Source: an optimization exercise on an open RTL-to-GDS flow (aim: small area, a short achievable clock period and few clock cycles per item). Production flows keep margins and buffers that such runs may drop.
RTL that was checked went through simulation tests only; none was proved equivalent to the original.
Only the layout flow was run in run 1; the RTL was not checked for function there.

==> flow/design.v, too long to show whole: its modules and the start of the top module <==
// module icc2x_mod: 338 lines
// module icc2x_sine: 270 lines
// module icc2x_mul: 486 lines
// module icc2x_div: 217 lines
module icc2x_mod (
    input  wire        clk,
    input  wire        rst,
    input  wire        req_valid,
    input  wire        req_cmd,       
    input  wire [63:0] req_word,      
    output wire        req_ready,
    output reg         res_valid,
    output reg  [15:0] cmp_a,
    output reg  [15:0] cmp_b,
    output reg  [15:0] cmp_c,
    output reg  [15:0] prd,
    output reg  [9:0]  db,
    output wire [9:0]  ramp_cur,
    output wire [31:0] ang
);
  // ...
==> flow/run.sh <==
#!/bin/bash
# synth_recipe.tcl (not shown) runs the flow's synth.tcl, then flattens the netlist and writes it again
# the make line also repeats each setting of config.mk as NAME=value (left out here)
make -C /OpenROAD-flow-scripts/flow DESIGN_CONFIG=/design/flow/config.mk WORK_HOME=/design/flow/orfs CLKGATE_MAP_FILE= SYNTH_SCRIPT=/design/flow/synth_recipe.tcl finish
==> flow/config.mk <==
export PLATFORM = sky130hd
export DESIGN_NAME = icc2x_mod
export DESIGN_NICKNAME = icc2x_mod
export VERILOG_FILES = /design/flow/design.v
export SDC_FILE = /design/flow/constraint.sdc
export NUM_CORES = 4
export LEC_CHECK = 0
export CAP_MARGIN = 35
export CORE_MARGIN = 2
export CORE_UTILIZATION = 30
export SLEW_MARGIN = 35
export SYNTH_MEMORY_MAX_BITS = 32768
==> flow/constraint.sdc <==
create_clock -name core_clock -period 10.0 [get_ports {clk}]
set_input_delay 2.0000 -clock core_clock [delete_from_list [all_inputs] [get_ports {clk}]]
set_output_delay 2.0000 -clock core_clock [all_outputs]
set_load 0.01 [all_outputs]
==> results.cfg, run 1 <==
[final_layout]
nonClockBufferCount = 486
final_cell_count_no_fill = 15200
drive_gt1_frac = 0.0715
seqCellArea_sq_um = 18300
layout_commonest_cell = inv_1
multi_input_gates = 8418
layout.nonclk_buf_frac = 0.0410
final_cell_mix = 1,161 x inv_1, 970 x nand2_1, 857 x xnor2_1
final_util = 0.338

[grt]
grt_use_met1 = 0.258
grt_use_met3 = 0.0381
gr-usage-met2 = 0.302
grt_pass1_vias = 80800

[critical_path]
critPathCaptureType = register
critical-path-max-stage-delay_ps = 540

[outcome]
outcome = finished clean

[die]
start_util = 0.302
io_pins = 186

[yosys]
synth_edf_count = 203
async_flop_share = 0

[clocking]
clk_pin_slew_ps = 60

[worst_hold_path]
min_from = ang1[23]

[timing]
finalClockSkew_ps = 141

[detailed_routing]
routed-wl-met3_um = 27700

[place]
post_dp_cell_area_sq_um = 100000
==> module icc2x_mod, before the edit <==
module icc2x_mod (
    input  wire        clk,
    input  wire        rst,
    input  wire        req_valid,
    input  wire        req_cmd,       
    input  wire [63:0] req_word,      
    output wire        req_ready,
    output reg         res_valid,
    output reg  [15:0] cmp_a,
    output reg  [15:0] cmp_b,
    output reg  [15:0] cmp_c,
    output reg  [15:0] prd,
    output reg  [9:0]  db,
    output wire [9:0]  ramp_cur,
    output wire [31:0] ang
);
    localparam [7:0]  RST_FSW_KHZ = 8'd20;
    localparam [22:0] RST_QF      = 23'd214748;     
    localparam [7:0]  RST_RF      = 8'd7;           
    localparam [31:0] K_Y1        = 32'd4294967;    
    localparam [31:0] K_PWM       = 32'd50000;
    localparam [31:0] PH_OFF_B    = 32'h5555_5555;
    localparam [31:0] PH_OFF_C    = 32'hAAAA_AAAB;
    reg        rdy;
    assign req_ready = rdy;
    wire acc   = req_valid & rdy;
    wire acc_t = acc & ~req_cmd;
    wire acc_c = acc & req_cmd;
    wire [7:0]  w_fsw   = req_word[63:56];
    wire [9:0]  w_depth = req_word[55:46];
    wire [11:0] w_dt    = req_word[45:34];
    wire [9:0]  w_fund  = req_word[33:24];
    reg  [7:0]  fsw_fe;
    reg  [9:0]  cur_fe;
    reg         cnt_fe;
    reg  [9:0]  tgt_fe;
    wire [7:0]  in_fsw   = (w_fsw != 8'd0) ? w_fsw : fsw_fe;
    wire [9:0]  in_depth = (w_depth > 10'd1000) ? 10'd1000 : w_depth;
    wire [9:0]  in_tgt   = (w_fund > 10'd500) ? 10'd500 : w_fund;
    wire        fe_ne   = (cur_fe != tgt_fe);
    wire        fe_up   = (cur_fe < tgt_fe);
    wire [9:0]  fe_step = fe_up ? cur_fe + 10'd1 : cur_fe - 10'd1;
    reg         w_v;
    reg  [7:0]  w_fswr;
    reg  [9:0]  w_depthr;
    reg  [9:0]  w_tgtr;
    reg  [11:0] w_dtr;
    reg  [9:0]  w_f;
    reg  [5:0]  t0, t1;
    reg         d_busy;
    reg  [3:0]  d_cnt;
    reg  [7:0]  d_fsw;
    reg  [9:0]  d_depth;
    reg  [9:0]  d_tgt;
    reg  [11:0] d_dt;
    reg  [9:0]  r1;           
    reg  [7:0]  r2;           
    reg  [7:0]  r3;           
    reg  [7:0]  r4;           
    reg  [31:0] ts_q;
    reg  [22:0] qf_q;
    reg  [15:0] prd_q;
    reg  [3:0]  chunk;
    reg  [25:0] g_q;
    reg  [25:0] k1_q;
    reg  [9:0]  db_q;
    wire d_done = (d_cnt >= 4'd8);
    reg  [9:0]  n1;
    reg  [7:0]  n2, n3, n4;
    reg  [3:0]  qy, qt, qq, qp;
    reg  [3:0]  kb, pb;
    reg  [10:0] s1;
    reg  [8:0]  s2, s3, s4;
    integer     i;
    always @(*) begin
        case (d_cnt[2:0])
            3'd0: begin kb = K_Y1[31:28]; pb = K_PWM[31:28]; end
            3'd1: begin kb = K_Y1[27:24]; pb = K_PWM[27:24]; end
            3'd2: begin kb = K_Y1[23:20]; pb = K_PWM[23:20]; end
            3'd3: begin kb = K_Y1[19:16]; pb = K_PWM[19:16]; end
            3'd4: begin kb = K_Y1[15:12]; pb = K_PWM[15:12]; end
            3'd5: begin kb = K_Y1[11:8];  pb = K_PWM[11:8];  end
            3'd6: begin kb = K_Y1[7:4];   pb = K_PWM[7:4];   end
            default: begin kb = K_Y1[3:0]; pb = K_PWM[3:0]; end
        endcase
        n1 = r1; n2 = r2; n3 = r3; n4 = r4;
        for (i = 3; i >= 0; i = i - 1) begin
            s1 = {n1, 1'b0};
            qy[i] = (s1 >= 11'd1000);
            n1 = qy[i] ? (s1 - 11'd1000) : s1[9:0];
            s2 = {n2, qy[i]};
            qt[i] = (s2 >= {1'b0, d_fsw});
            n2 = qt[i] ? (s2 - {1'b0, d_fsw}) : s2[7:0];
            s3 = {n3, kb[i]};
            qq[i] = (s3 >= {1'b0, d_fsw});
            n3 = qq[i] ? (s3 - {1'b0, d_fsw}) : s3[7:0];
            s4 = {n4, pb[i]};
            qp[i] = (s4 >= {1'b0, d_fsw});
            n4 = qp[i] ? (s4 - {1'b0, d_fsw}) : s4[7:0];
        end
    end
    wire [13:0] chunk_depth = chunk * d_depth;
    wire [13:0] chunk_k1    = chunk * 10'd1000;
    reg  [9:0]  cur;
    reg         cnt;
    reg  [9:0]  tgt;
    reg  [6:0]  mf;           
    reg  [31:0] ts;
    reg  [7:0]  rr;
    reg  [22:0] qf;
    reg  [7:0]  rf;
    reg  [7:0]  fsw_b;
    reg  [31:0] ang_r;
    reg  [25:0] g_cur;
    reg  [25:0] k1_cur;
    reg         ap1, ap2, ap3;
    wire be_tick  = (t0 != 6'd0);
    wire be_apply = (t0 == 6'd0) & d_busy & d_done;
    wire        ne   = (cur != tgt);
    wire        up   = (cur < tgt);
    wire        step = ne & cnt;
    wire [9:0]  cur_n = step ? (up ? cur + 10'd1 : cur - 10'd1) : cur;
    wire [7:0]  mf_up   = (mf >= 7'd88) ? mf - 7'd88 : mf + 7'd37;
    wire [7:0]  mf_dn   = (mf >= 7'd37) ? mf - 7'd37 : mf + 7'd88;
    wire        dl_up   = (mf >= 7'd88);
    wire        dl_dn   = (mf < 7'd37);
    wire [8:0]  su      = {1'b0, rr} + {1'b0, rf} + {8'd0, dl_up};
    wire        su_ge   = (su >= {1'b0, fsw_b});
    wire [7:0]  rr_up   = su_ge ? su - {1'b0, fsw_b} : su[7:0];
    wire [9:0]  sd      = {2'b0, rr} - {2'b0, rf} - {9'd0, dl_dn};
    wire        sd_neg  = sd[9];
    wire [7:0]  rr_dn   = sd_neg ? sd[7:0] + fsw_b : sd[7:0];
    wire [31:0] dts_up  = {9'd0, qf} + {31'd0, su_ge};
    wire [31:0] dts_dn  = ~({9'd0, qf} + {31'd0, sd_neg}) + 32'd1;
    wire [31:0] dts     = step ? (up ? dts_up : dts_dn) : 32'd0;
    wire [31:0] ts_n    = ts + dts;
    wire [31:0] ang_n   = ang_r + ts_n;
    reg         va, vb, vc;
    reg         f0a;
    reg  [31:0] ang1, ang2, ang3;
    reg  [9:0]  f1, f2, f3;
    assign ang      = ang3;
    assign ramp_cur = f3;
    wire [31:0] arg_b = ang_r + PH_OFF_B;
    wire [31:0] arg_c = ang_r + PH_OFF_C;
    wire        sg_a, sg_b, sg_c;
    wire [14:0] mg_a, mg_b, mg_c;
    icc2x_sine u_sa (.idx(ang_r[31:22]), .sg(sg_a), .mag(mg_a));
    icc2x_sine u_sb (.idx(arg_b[31:22]), .sg(sg_b), .mag(mg_b));
    icc2x_sine u_sc (.idx(arg_c[31:22]), .sg(sg_c), .mag(mg_c));
    reg         s_sa, s_sb, s_sc;
    reg  [14:0] s_ma, s_mb, s_mc;
    wire [22:0] x_a, x_b, x_c;
    icc2x_mul u_ma (.g(g_cur), .sg(s_sa), .m(s_ma), .k1(k1_cur), .x(x_a));
    icc2x_mul u_mb (.g(g_cur), .sg(s_sb), .m(s_mb), .k1(k1_cur), .x(x_b));
    icc2x_mul u_mc (.g(g_cur), .sg(s_sc), .m(s_mc), .k1(k1_cur), .x(x_c));
    reg  [22:0] y_a, y_b, y_c;
    wire [15:0] q_a, q_b, q_c;
    icc2x_div u_da (.x(y_a), .q(q_a));
    icc2x_div u_db (.x(y_b), .q(q_b));
    icc2x_div u_dc (.x(y_c), .q(q_c));
    reg  [5:0]  t0_n, t1_n;
    reg         cq_after;
    always @(*) begin
        t0_n = t0; t1_n = t1;
        if (be_apply) begin
            t0_n = t1; t1_n = 6'd0;
        end else if (be_tick) begin
            t0_n = t0 - 6'd1;
        end
        cq_after = (d_busy & ~be_apply) | w_v;
        if (acc_t) begin
            if (cq_after) t1_n = t1_n + 6'd1;
            else          t0_n = t0_n + 6'd1;
        end
    end
    wire d_free   = ~d_busy | be_apply;
    wire load_w   = d_free & w_v;
    wire load_in  = d_free & ~w_v & acc_c;
    wire to_w     = acc_c & ~load_in;
    wire w_v_n    = (w_v & ~load_w) | to_w;
    wire d_busy_n = (d_busy & ~be_apply) | load_w | load_in;
    always @(posedge clk) begin
        if (rst) begin
            rdy    <= 1'b1;
            fsw_fe <= RST_FSW_KHZ;
            cur_fe <= 10'd0;
            cnt_fe <= 1'b0;
            tgt_fe <= 10'd0;
            w_v    <= 1'b0;
            t0     <= 6'd0;
            t1     <= 6'd0;
            d_busy <= 1'b0;
            d_cnt  <= 4'd9;
        end else begin
            rdy    <= ~(d_busy_n & w_v_n) & (t0_n < 6'd56) & (t1_n < 6'd56);
            t0     <= t0_n;
            t1     <= t1_n;
            w_v    <= w_v_n;
            d_busy <= d_busy_n;
            if (acc_t && fe_ne) begin
                cnt_fe <= ~cnt_fe;
                if (cnt_fe) cur_fe <= fe_step;
            end
            if (acc_c) begin
                fsw_fe <= in_fsw;
                tgt_fe <= in_tgt;
            end
            if (load_w | load_in)
                d_cnt <= 4'd0;
            else if (d_cnt != 4'd9)
                d_cnt <= d_cnt + 4'd1;
        end
    end
    always @(posedge clk) begin
        if (to_w) begin
            w_fswr   <= in_fsw;
            w_depthr <= in_depth;
            w_tgtr   <= in_tgt;
            w_dtr    <= w_dt;
            w_f      <= cur_fe;
        end
        if (load_w) begin
            d_fsw   <= w_fswr;
            d_depth <= w_depthr;
            d_tgt   <= w_tgtr;
            d_dt    <= w_dtr;
        end else if (load_in) begin
            d_fsw   <= in_fsw;
            d_depth <= in_depth;
            d_tgt   <= in_tgt;
            d_dt    <= w_dt;
        end
        if (load_w | load_in) begin
            r1 <= load_w ? w_f : cur_fe;
            r2 <= 8'd0;
            r3 <= 8'd0;
            r4 <= 8'd0;
        end else if (d_cnt < 4'd8) begin
            r1   <= n1;
            r2   <= n2;
            r3   <= n3;
            r4   <= n4;
            ts_q <= {ts_q[27:0], qt};
            qf_q <= {qf_q[18:0], qq};
            if (d_cnt >= 4'd4) begin
                prd_q <= {prd_q[11:0], qp};
                chunk <= qp;
            end
            if (d_cnt == 4'd4)
                db_q <= d_dt / 12'd10;
        end
        if (d_cnt == 4'd5) begin
            g_q  <= {12'd0, chunk_depth};
            k1_q <= {12'd0, chunk_k1};
        end else if (d_cnt >= 4'd6 && d_cnt <= 4'd8) begin
            g_q  <= {g_q[21:0], 4'd0} + {12'd0, chunk_depth};
            k1_q <= {k1_q[21:0], 4'd0} + {12'd0, chunk_k1};
        end
    end
    always @(posedge clk) begin
        if (rst) begin
            cur    <= 10'd0;
            cnt    <= 1'b0;
            tgt    <= 10'd0;
            mf     <= 7'd0;
            ts     <= 32'd0;
            rr     <= 8'd0;
            qf     <= RST_QF;
            rf     <= RST_RF;
            fsw_b  <= RST_FSW_KHZ;
            ang_r  <= 32'd0;
            g_cur  <= 26'd0;
            k1_cur <= 26'd2500000;
            prd    <= 16'd2500;
            db     <= 10'd0;
            ap1    <= 1'b0;
            ap2    <= 1'b0;
            ap3    <= 1'b0;
            va     <= 1'b0;
            vb     <= 1'b0;
            vc     <= 1'b0;
            res_valid <= 1'b0;
        end else begin
            ap1 <= be_apply;
            ap2 <= ap1;
            ap3 <= ap2;
            if (ap1) begin
                g_cur  <= g_q;
                k1_cur <= k1_q;
            end
            if (ap3) begin
                prd <= prd_q;
                db  <= db_q;
            end
            if (be_tick) begin
                if (ne) cnt <= ~cnt;
                cur   <= cur_n;
                if (step) mf <= up ? mf_up[6:0] : mf_dn[6:0];
                if (step) rr <= up ? rr_up : rr_dn;
                ts    <= ts_n;
                ang_r <= ang_n;
            end else if (be_apply) begin
                tgt   <= d_tgt;
                fsw_b <= d_fsw;
                qf    <= qf_q;
                rf    <= r3;
                ts    <= ts_q;
                rr    <= r2;
            end
            va <= be_tick;
            vb <= va;
            vc <= vb;
            res_valid <= vc;
        end
    end
    always @(posedge clk) begin
        f0a  <= (cur_n == 10'd0);
        s_sa <= sg_a & ~f0a;
        s_sb <= sg_b & ~f0a;
        s_sc <= sg_c & ~f0a;
        s_ma <= f0a ? 15'd0 : mg_a;
        s_mb <= f0a ? 15'd0 : mg_b;
        s_mc <= f0a ? 15'd0 : mg_c;
        ang1 <= ang_r;
        f1   <= cur;
        y_a  <= x_a;
        y_b  <= x_b;
        y_c  <= x_c;
        ang2 <= ang1;
        f2   <= f1;
        cmp_a <= q_a;
        cmp_b <= q_b;
        cmp_c <= q_c;
        ang3 <= ang2;
        f3   <= f2;
    end
endmodule
==> run 2, diff against run 1 <==
--- a/flow/design.v
+++ b/flow/design.v
@@ -51,4 +51,5 @@
     reg  [3:0]  d_cnt;
     reg  [7:0]  d_fsw;
+    reg  [9:0]  d_fsw3;       
     reg  [9:0]  d_depth;
     reg  [9:0]  d_tgt;
@@ -65,5 +66,8 @@
     reg  [25:0] k1_q;
     reg  [9:0]  db_q;
-    wire d_done = (d_cnt >= 4'd8);
+    wire d_done = (d_cnt >= 4'd7);
+    wire d_last = (d_cnt == 4'd7);
+    reg  [9:0]  g_depth;      
+    reg         g_last;       
     reg  [9:0]  n1;
     reg  [7:0]  n2, n3, n4;
@@ -71,6 +75,21 @@
     reg  [3:0]  kb, pb;
     reg  [10:0] s1;
-    reg  [8:0]  s2, s3, s4;
     integer     i;
+    function [9:0] r4step;       
+        input [9:0] sv;          
+        input [7:0] dv;
+        input [9:0] dv3;
+        reg   [10:0] t1, t2, t3;
+        begin
+            t1 = {1'b0, sv} - {3'b0, dv};
+            t2 = {1'b0, sv} - {2'b0, dv, 1'b0};
+            t3 = {1'b0, sv} - {1'b0, dv3};
+            if (!t3[10])      r4step = {2'd3, t3[7:0]};
+            else if (!t2[10]) r4step = {2'd2, t2[7:0]};
+            else if (!t1[10]) r4step = {2'd1, t1[7:0]};
+            else              r4step = {2'd0, sv[7:0]};
+        end
+    endfunction
+    reg  [9:0]  st;
     always @(*) begin
         case (d_cnt[2:0])
@@ -84,21 +103,27 @@
             default: begin kb = K_Y1[3:0]; pb = K_PWM[3:0]; end
         endcase
-        n1 = r1; n2 = r2; n3 = r3; n4 = r4;
+        n1 = r1;
         for (i = 3; i >= 0; i = i - 1) begin
             s1 = {n1, 1'b0};
             qy[i] = (s1 >= 11'd1000);
             n1 = qy[i] ? (s1 - 11'd1000) : s1[9:0];
-            s2 = {n2, qy[i]};
-            qt[i] = (s2 >= {1'b0, d_fsw});
-            n2 = qt[i] ? (s2 - {1'b0, d_fsw}) : s2[7:0];
-            s3 = {n3, kb[i]};
-            qq[i] = (s3 >= {1'b0, d_fsw});
-            n3 = qq[i] ? (s3 - {1'b0, d_fsw}) : s3[7:0];
-            s4 = {n4, pb[i]};
-            qp[i] = (s4 >= {1'b0, d_fsw});
-            n4 = qp[i] ? (s4 - {1'b0, d_fsw}) : s4[7:0];
         end
+        st = r4step({r2, qy[3:2]}, d_fsw, d_fsw3);
+        qt[3:2] = st[9:8];
+        st = r4step({st[7:0], qy[1:0]}, d_fsw, d_fsw3);
+        qt[1:0] = st[9:8];
+        n2 = st[7:0];
+        st = r4step({r3, kb[3:2]}, d_fsw, d_fsw3);
+        qq[3:2] = st[9:8];
+        st = r4step({st[7:0], kb[1:0]}, d_fsw, d_fsw3);
+        qq[1:0] = st[9:8];
+        n3 = st[7:0];
+        st = r4step({r4, pb[3:2]}, d_fsw, d_fsw3);
+        qp[3:2] = st[9:8];
+        st = r4step({st[7:0], pb[1:0]}, d_fsw, d_fsw3);
+        qp[1:0] = st[9:8];
+        n4 = st[7:0];
     end
-    wire [13:0] chunk_depth = chunk * d_depth;
+    wire [13:0] chunk_depth = chunk * g_depth;
     wire [13:0] chunk_k1    = chunk * 10'd1000;
     reg  [9:0]  cur;
@@ -114,5 +139,5 @@
     reg  [25:0] g_cur;
     reg  [25:0] k1_cur;
-    reg         ap1, ap2, ap3;
+    reg         ap1, ap2, ap3, ap4, ap5;
     wire be_tick  = (t0 != 6'd0);
     wire be_apply = (t0 == 6'd0) & d_busy & d_done;
@@ -131,9 +156,11 @@
     wire        sd_neg  = sd[9];
     wire [7:0]  rr_dn   = sd_neg ? sd[7:0] + fsw_b : sd[7:0];
-    wire [31:0] dts_up  = {9'd0, qf} + {31'd0, su_ge};
-    wire [31:0] dts_dn  = ~({9'd0, qf} + {31'd0, sd_neg}) + 32'd1;
-    wire [31:0] dts     = step ? (up ? dts_up : dts_dn) : 32'd0;
-    wire [31:0] ts_n    = ts + dts;
-    wire [31:0] ang_n   = ang_r + ts_n;
+    wire        ci      = step & (up ? su_ge : ~sd_neg);
+    reg         p1_v, p1_st, p1_up, p1_ci, p1_f0;
+    reg         p2_v, p2_f0;
+    reg  [9:0]  p2_f, fa;
+    wire [31:0] op      = p1_st ? (p1_up ? {9'd0, qf} : ~{9'd0, qf}) : 32'd0;
+    wire [31:0] ts_n    = ts + op + {31'd0, p1_ci};
+    wire [31:0] ang_n   = ang_r + ts;
     reg         va, vb, vc;
     reg         f0a;
@@ -223,4 +250,5 @@
         if (load_w) begin
             d_fsw   <= w_fswr;
+            d_fsw3  <= {2'b0, w_fswr} + {1'b0, w_fswr, 1'b0};
             d_depth <= w_depthr;
             d_tgt   <= w_tgtr;
@@ -228,4 +256,5 @@
         end else if (load_in) begin
             d_fsw   <= in_fsw;
+            d_fsw3  <= {2'b0, in_fsw} + {1'b0, in_fsw, 1'b0};
             d_depth <= in_depth;
             d_tgt   <= in_tgt;
@@ -242,4 +271,6 @@
             r3   <= n3;
             r4   <= n4;
+        end
+        if (d_cnt < 4'd8) begin
             ts_q <= {ts_q[27:0], qt};
             qf_q <= {qf_q[18:0], qq};
@@ -248,11 +279,14 @@
                 chunk <= qp;
             end
-            if (d_cnt == 4'd4)
-                db_q <= d_dt / 12'd10;
+            if (d_cnt == 4'd4) begin
+                db_q    <= d_dt / 12'd10;
+                g_depth <= d_depth;
+            end
         end
+        g_last <= d_last;
         if (d_cnt == 4'd5) begin
             g_q  <= {12'd0, chunk_depth};
             k1_q <= {12'd0, chunk_k1};
-        end else if (d_cnt >= 4'd6 && d_cnt <= 4'd8) begin
+        end else if (d_cnt == 4'd6 || d_cnt == 4'd7 || g_last) begin
             g_q  <= {g_q[21:0], 4'd0} + {12'd0, chunk_depth};
             k1_q <= {k1_q[21:0], 4'd0} + {12'd0, chunk_k1};
@@ -278,4 +312,8 @@
             ap2    <= 1'b0;
             ap3    <= 1'b0;
+            ap4    <= 1'b0;
+            ap5    <= 1'b0;
+            p1_v   <= 1'b0;
+            p2_v   <= 1'b0;
             va     <= 1'b0;
             vb     <= 1'b0;
@@ -286,9 +324,11 @@
             ap2 <= ap1;
             ap3 <= ap2;
-            if (ap1) begin
+            ap4 <= ap3;
+            ap5 <= ap4;
+            if (ap3) begin
                 g_cur  <= g_q;
                 k1_cur <= k1_q;
             end
-            if (ap3) begin
+            if (ap5) begin
                 prd <= prd_q;
                 db  <= db_q;
@@ -299,15 +339,20 @@
                 if (step) mf <= up ? mf_up[6:0] : mf_dn[6:0];
                 if (step) rr <= up ? rr_up : rr_dn;
-                ts    <= ts_n;
-                ang_r <= ang_n;
             end else if (be_apply) begin
                 tgt   <= d_tgt;
                 fsw_b <= d_fsw;
-                qf    <= qf_q;
-                rf    <= r3;
-                ts    <= ts_q;
-                rr    <= r2;
+                qf    <= d_last ? {qf_q[18:0], qq} : qf_q;
+                rf    <= d_last ? n3 : r3;
+                rr    <= d_last ? n2 : r2;
             end
-            va <= be_tick;
+            p1_v <= be_tick;
+            if (p1_v)
+                ts <= ts_n;
+            else if (ap1)
+                ts <= ts_q;
+            p2_v <= p1_v;
+            if (p2_v)
+                ang_r <= ang_n;
+            va <= p2_v;
             vb <= va;
             vc <= vb;
@@ -316,5 +361,12 @@
     end
     always @(posedge clk) begin
-        f0a  <= (cur_n == 10'd0);
+        p1_st <= step;
+        p1_up <= up;
+        p1_ci <= ci;
+        p1_f0 <= (cur_n == 10'd0);
+        p2_f0 <= p1_f0;
+        p2_f  <= cur;
+        f0a   <= p2_f0;
+        fa    <= p2_f;
         s_sa <= sg_a & ~f0a;
         s_sb <= sg_b & ~f0a;
@@ -324,5 +376,5 @@
         s_mc <= f0a ? 15'd0 : mg_c;
         ang1 <= ang_r;
-        f1   <= cur;
+        f1   <= fa;
         y_a  <= x_a;
         y_b  <= x_b;
--- a/flow/config.mk
+++ b/flow/config.mk
@@ -8,5 +8,6 @@
 export CAP_MARGIN = 35
 export CORE_MARGIN = 2
-export CORE_UTILIZATION = 30
+export CORE_UTILIZATION = 40
+export SETUP_SLACK_MARGIN = 5
 export SLEW_MARGIN = 35
 export SYNTH_MEMORY_MAX_BITS = 32768
==> results.cfg, run 2 <==
[timing]
period_share = 0.707
tightestPinTransition_ps = 990
setup_viol = 0
setup_ws_ps = 2930
fin_tns_setup_ps = 0
slew-limit-headroom = 0.333
hold_viol_final = 0
finalClockSkew_ps = 123
slew_violations = 0
period_minus_slack_ps = 7070
rsz0062_at_grt = yes
fmax_mhz = 141

[critical_path]
crit_family = compound AO/OA/AOI/OAI gates
critPathRequiredTime_ps = 10680
start_kind = register
arrival_ps = 7750
slowest_stage = o41ai_4
critPathCaptureType = register
worstSetupPathType = register to register
critical-path-max-stage-delay_ps = 420
crit_buf_inv = 7
crit_fanout = 7

[yosys]
syn_area_sq_um = 96100
syn_area_per_cell_sq_um = 8.54
synth_top_area_frac = 0.160
synth_cells = 11300
ys_seq_elements = 860
yosys-top-cells-count = 1,188 x inv_1, 861 x xnor2_1, 803 x nor2_1, 796 x ha_1, 781 x nand2_1
synth_top_cell_by_area = fa_1
synth_warnings = 2
synthFlopType = dfxtp_1
yosysUniqueCellTypes = 109
yosysMostFrequentCell = inv_1
synth.area.top_cells = fa_1 16%, dfxtp_1 13%, ha_1 10%, xnor2_1 7.8%, edfxtp_1 6.9%
async_flop_share = 0
synth_edf_count = 222
seq_area_frac_synth = 0.202

[detailed_routing]
postRouteWirelength_um = 356000
drtIter0Drc = 8650
routed-via-count = 89000
viasPerCell = 5.95
drc = 0
ant_nets = 0
firstDrtPassIters = 7
wl_per_cell_um = 23.8

[grt]
grt_pass1_wl_um = 538000
grt_use_met3 = 0.0619
antenna_found_initial = 6
grt_max_degree = 72
grt-ovfl-total = 0
grt_use_met1 = 0.353
gr-max-usage-layer = met2
grt_pass1_vias = 89300
gr-usage-met2 = 0.451
track_usage = 0.281

[flow_run]
cap_viol_max_count = 0

[die]
dieArea_sq_um = 244000
start_util = 0.403
num_rows = 179
io_pins = 186
die_w_um = 494
core_sq_um = 238000
die_height_um = 494

[place]
routabilityCongestion = 0.976
post_dp_cell_area_sq_um = 102000
preCtsSetupSlack_ps = 1950
port_buffers = 159
dp_hpwl_um = 235000

[final_layout]
drive_gt1_frac = 0.185
area_growth_pct = 23.0
final_cell_mix = 1,110 x inv_1, 782 x xnor2_1, 753 x nor2_1, 753 x fa_1, 730 x nand2_1
final_area_sq_um = 118000
fin_nets = 13300
layout_commonest_cell = inv_1

[clocking]
cts_root_buf = clkbuf_16
tritoncts = built
postCtsHoldBufs = 0
cts_sinks = 860
cts_buffers = 99
clk_pin_slew_ps = 70
htreeDepth = 3
cts_buffer_depth = 3
clk_latency_ps = 830

[worst_hold_path]
hp-class = register to register

[outcome]
outcome = finished clean
run 2: cell count changes in the layout (fill, tap and decap cells not counted), moves of 78 or more:
cell | before | now
buf_6 | 4 | 120
buf_4 | 302 | 623
nor2_1 | 833 | 753
nand2_1 | 970 | 730
buf_12 | 4 | 94
dfxtp_4 | 7 | 85
a21oi_1 | 700 | 608
run 2: path summary, 6_finish.rpt:
kind	from	end	slack [ps]	depth (start not counted)
worst min register to register	p2_f[0]	fa[0]	320	0
worst max register to register	r1[3]	rr[2]	2930	33
worst min-delay path	p2_f[0]	fa[0]	320	0
worst max-delay path	r1[3]	rr[2]	2930	33
run 2: cell type report:
type	count	area [sq um]
Inverter	1214	4850
Clock buffer	126	2840
Clock inverter	59	667
Antenna cell	15	37.5
Multi-Input combinational cell	8448	75300
Tap cell	3167	3960
Sequential cell	860	19800
Timing Repair Buffer	1046	10700
Timing Repair inverter	7	57.6
Fill cell	21900	120000
run 2: kinds of logic (layout without fill, tap and decap cells):
family                   after synthesis  count (layout)  share of synthesized area
AND/OR/NAND/NOR                     2418            2424                      0.113
other                                  1              17                  0.0000390
XOR/XNOR                            1178            1183                      0.107
multiplexers                         209             209                     0.0237
AO/OA/AOI/OAI                       3055            3062                      0.211
adder cells (fa/ha/maj)             1568            1568                      0.264
buffers and inverters               1965            2452                     0.0775
flip-flops                           860             860                      0.202
run 2: what timing repair did:
| item | in CTS | in global routing |
|---|---|---|
| resized for setup | 858 | 481 |
| cloned | 39 | 7 |
| endpoints found under the setup margin | 215 | 201 |
| buffers inserted | 475 | 170 |
| pin swaps | 344 | 375 |
run 2: per-stage QoR:
| step | std cells | utilization | hold WS, ps |
|---|---|---|---|
| floorplan | 11300 | - | 310 |
| global placement | 14000 | 0.429 | 311 |
| detailed placement | 14100 | 0.430 | 312 |
| CTS | 14700 | 0.480 | 326 |
| global route | 14900 | 0.496 | 330 |
| finish | 14900 | 0.496 | 323 |
run 2: per-layer routing:
metal	routed length (um)	share of wire
met5	13	0.000037
met3	33400	0.094
met1	139000	0.39
met4	21500	0.060
met2	162000	0.46
Testbench counts of run 2, summed over its fixed seeds: cycles 13,272, ticks 11,259.

==> static timing again, ports no longer ideal <==
In the flow no input, the clock included, has a driving cell. The finished layouts below were timed again as built, in two steps.
Step 1 sets driving cells, clkbuf_16 on the clock port and buf_2 on the other inputs (assumed; they add their load-dependent delay and slew).
Step 2 also shifts input and output timing later by t, the mid clock arrival at the registers, as if the neighbouring blocks saw the same clock.
Three values: no drivers, after step 1, after step 2; two values: the first two.
| run | t, ns | setup slack, ns | worst hold slack (ns) | worst setup path after step 2 | worst slew at a driven data input, ns |
|---|---|---|---|---|---|
| run 1 | 0.929 | 0.465 / 0.465 / 0.465 | 0.323 / 0.323 / 0.323 | register to register | 0.08 |
| run 2 | 0.873 | 2.931 / 2.931 / 2.931 | 0.323 / 0.323 / 0.323 | register to register | 0.06 |
After both steps setup and hold are still met in every run listed.
